What follows belongs to an exercise in optimizing a design on an open flow for small area and few clock cycles; a production flow would make more cautious choices. Only simulation tests tie the RTL to the original design; equivalence was not proved. No driver is modelled on the clock port, so clocking that relies on it looks cheaper here than on a real chip. No activity file was given, so power comes from the tool's default toggle rates.

== before ==
==> flow/design.v (excerpt) <==
module ax5031_rtc (
    input  wire        clk,
    input  wire        rst,
    input  wire        cmd_valid,
    output wire        cmd_ready,
    input  wire [39:0] cmd_word,
    output wire        resp_valid,
    input  wire        resp_ready,
    output wire [3:0]  resp_code,
    output reg         resp_sv,
    output wire [7:0]  resp_status,
    output reg  [31:0] resp_data,
    output wire        cs_req,
    output wire        cs_high,
    input  wire        cs_ack,
    input  wire        cs_err,
    output wire        x_req,
    output wire [7:0]  x_tx,
    input  wire        x_ack,
    input  wire        x_err,
    input  wire [7:0]  x_rx
);
Size in the first run: roughly 540 cells after synthesis, roughly 110 I/O pins, about 4700 um^2 of cells after synthesis.
export LEC_CHECK = 0
export CAP_MARGIN = 20
export CORE_MARGIN = 2
export CORE_UTILIZATION = 60
export PLACE_DENSITY = 0.75
export SLEW_MARGIN = 20
create_clock -name core_clock -period 10.0 [get_ports {clk}]
standard.sh (not shown) runs the stock make flow with config.mk's settings and CLKGATE_MAP_FILE= SYNTH_SCRIPT=/design/flow/synth_recipe.tcl, a recipe that flattens the netlist after the stock synthesis.
==> flow/flow/run.sh <==
#!/bin/bash
# Layout flow: the standard ORFS flow, with two changes that leave the
# design and its registers as the standard synthesis makes them:
#  1. after the standard synthesis, the combinational logic between the
#     registers is mapped again with an area-oriented ABC script
#     (remap.abc and remap_nf.abc: ABC's deepsyn, then two mappers, each
#     run with a few random seeds; the smallest result is kept);
#     flip-flops (names, cell types), tie cells and ports are kept as they are;
#  2. the port buffers are the smallest buffer cell (buf_1);
#  3. the clock tree is built by pre_cts.tcl (run as ORFS's PRE_CTS_TCL
#     hook): four clock buffers, each at the centroid of a quarter of the
#     flip-flops (clkbuf_8, or clkbuf_16 where the estimated clock-pin slew
#     is high); TritonCTS then finds the clock already buffered and adds
#     nothing.  The rest of the CTS step (timing repair) runs as usual.
# Each tool writes its full output to a log file in this folder.
set -euo pipefail
HERE=$PWD
RES=$HERE/orfs/results/${FLOW_PLATFORM:-sky130hd}/ax5031_rtc/base
LIB=$FLOW_HOME/platforms/sky130hd/lib/sky130_fd_sc_hd__tt_025C_1v80.lib
YOSYS=$(command -v yosys || echo "$FLOW_HOME/../tools/install/yosys/bin/yosys")
export BUFFER_PORTS_ARGS="-buffer_cell sky130_fd_sc_hd__buf_1"
export PRE_CTS_TCL="$HERE/flow/pre_cts.tcl"
export CTS_ARGS="-dont_use_dummy_load -clk_nets clk"

# 1. standard synthesis
bash standard.sh "$RES/1_2_yosys.v" > standard_synth.log 2>&1

# 2. re-map the combinational logic
cp "$RES/1_2_yosys.v" "$HERE/1_2_yosys_standard.v"
KEEP=$(grep -o 'sky130_fd_sc_hd__[a-z0-9_]*' "$HERE/1_2_yosys_standard.v" | sort -u | grep -E '__(e?df|sdf|sedf|dl|conb)' | tr '\n' ' ')
RUNS="1 2 3 4 5 6 7 8"
for S in $RUNS; do
  if (( S <= 4 )); then SRC=remap.abc; SEED=$S; else SRC=remap_nf.abc; SEED=$((S - 4)); fi
  sed "s/@SEED@/$SEED/" "$HERE/flow/$SRC" > "remap_$S.abc"
  cat > "remap_$S.ys" <<EOS
read_liberty -ignore_miss_func $LIB
blackbox $KEEP
read_verilog $HERE/1_2_yosys_standard.v
hierarchy -top $FLOW_TOP
flatten
opt_clean -purge
abc -script $HERE/remap_$S.abc -liberty $LIB -dont_use sky130_fd_sc_hd__lpflow_* -dont_use sky130_fd_sc_hd__probe_p_8 -dont_use sky130_fd_sc_hd__probec_p_8
splitnets
opt_clean -purge
hilomap -singleton -hicell sky130_fd_sc_hd__conb_1 HI -locell sky130_fd_sc_hd__conb_1 LO
insbuf -buf sky130_fd_sc_hd__buf_4 A X
opt_clean -purge
read_liberty -lib -ignore_miss_func $LIB
hierarchy -check -top $FLOW_TOP
check -assert
tee -o $HERE/remap_$S.area stat -liberty $LIB
write_verilog -noattr $HERE/1_2_yosys_remap_$S.v
EOS
  "$YOSYS" -s "remap_$S.ys" > "remap_$S.log" 2>&1 &
done
wait || true
BEST=""; BESTA=""
for S in $RUNS; do
  A=$(grep -o "Chip area for module .*: [0-9.]*" "remap_$S.area" 2>/dev/null | awk '{print $NF}')
  [[ -n "$A" && -f "1_2_yosys_remap_$S.v" ]] || continue
  echo "seed $S: $A" >> remap_summary.log
  if [[ -z "$BESTA" ]] || awk "BEGIN{exit !($A < $BESTA)}"; then BEST=$S; BESTA=$A; fi
done
echo "kept seed $BEST ($BESTA)" >> remap_summary.log
[[ -n "$BEST" ]]
cp "1_2_yosys_remap_$BEST.v" "$RES/1_2_yosys.v"

# 3. the rest of the standard flow
bash standard.sh > standard.log 2>&1
Other scripts of this flow, unchanged in this note and not shown: flow/flow/pre_cts.tcl, flow/flow/remap.abc, flow/flow/remap_nf.abc
before went all the way through synthesis, placement and routing and the layout is clean on timing, DRC and antenna.
Testbench counts of before, summed over its fixed seeds: cycles 89,736.
> inputs changed (before -> after)
--- a/flow/design.v
+++ b/flow/design.v
@@ -155,30 +155,30 @@
                     if (f_cap)
                         resp_data <= {resp_data[23:0], x_rx};
                     if (f_mod && x_rx != 8'h00)
                         code <= R_UNRECOG;
                     if (f_multi)
                         a_q[1:0] <= a_q[1:0] + 2'd1;
                     if (f_ar && !wr_q) begin
                         if (x_rx[4]) begin
                             if (&(resp_data[11:0] | ~12'd2999)) begin   
                                 a_q[0]    <= 1'b0;
                                 code      <= R_AR_TIMEOUT;
-                                resp_data <= 32'd0;
+                                resp_data[11:0] <= 12'd0;    
                             end else
                                 resp_data[11:0] <= resp_data[11:0] + 12'd1;
                         end else begin
                             a_q[0] <= 1'b0;
                             if (x_rx[5]) begin
                                 code      <= R_AR_ERROR;
-                                resp_data <= 32'd0;
+                                resp_data[11:0] <= 12'd0;
                             end
                         end
                     end
                 end
                 P_CSH: if (cs_ack) begin
                     if (!cs_err && ((f_multi && a_q[1:0] != 2'd0) || (f_ar && a_q[0]))) begin
                         ph   <= P_CSL;
                         if (f_ar) begin   
                             wr_q <= 1'b0;
                             d_q  <= 8'h00;
                         end
--- outcome ---
The run showing the smaller routing usage on met3 is after.
Combinational power of before is on par with after.
Of after and before, after shows the higher clock group share of total power, with before below it.
| maximum fanout count along the critical path | after vs before | 26 higher |
after | status: complete | timing, DRC, antenna: pass
Mean post-synth cell area down about 2.3% in after wrt before
Total met2 wirelength after detailed routing (after over before): increase, 330 um
Testbench counts of after, summed over its fixed seeds: cycles 89,736.

separate check: timing with driven ports:
The results above use ideal ports. As a check the final layouts listed here were re-extracted and re-timed, cells and wires unchanged. Step 1: set_driving_cell puts a clkbuf_16 on clk and a buf_2 on each other input, an assumption about the parent block. Step 2 times the ports against the registers' clock, not the clock port: input delays grow and output delays shrink by t, the midpoint of the rising clock arrivals with the driver on. Three values: ideal, step 1, step 2; two values: the first two.
| run | shift t [ns] | setup WS [ns] | hold WS [ns] | worst setup path at the end | latest minus earliest clock arrival (ns) |
|---|---|---|---|---|---|
| before | 0.227 | 4.840 / 4.902 / 4.675 | 0.587 / 0.587 / 0.587 | input to register | 0.016 / 0.016 |
| after | 0.223 | 4.919 / 4.984 / 4.761 | 0.588 / 0.588 / 0.588 | input to register | 0.008 / 0.008 |
After both steps setup and hold are still met in every run listed. For before, which loses most, drivers alone change the setup slack by +0.062 ns; drivers and shift together by -0.165 ns.
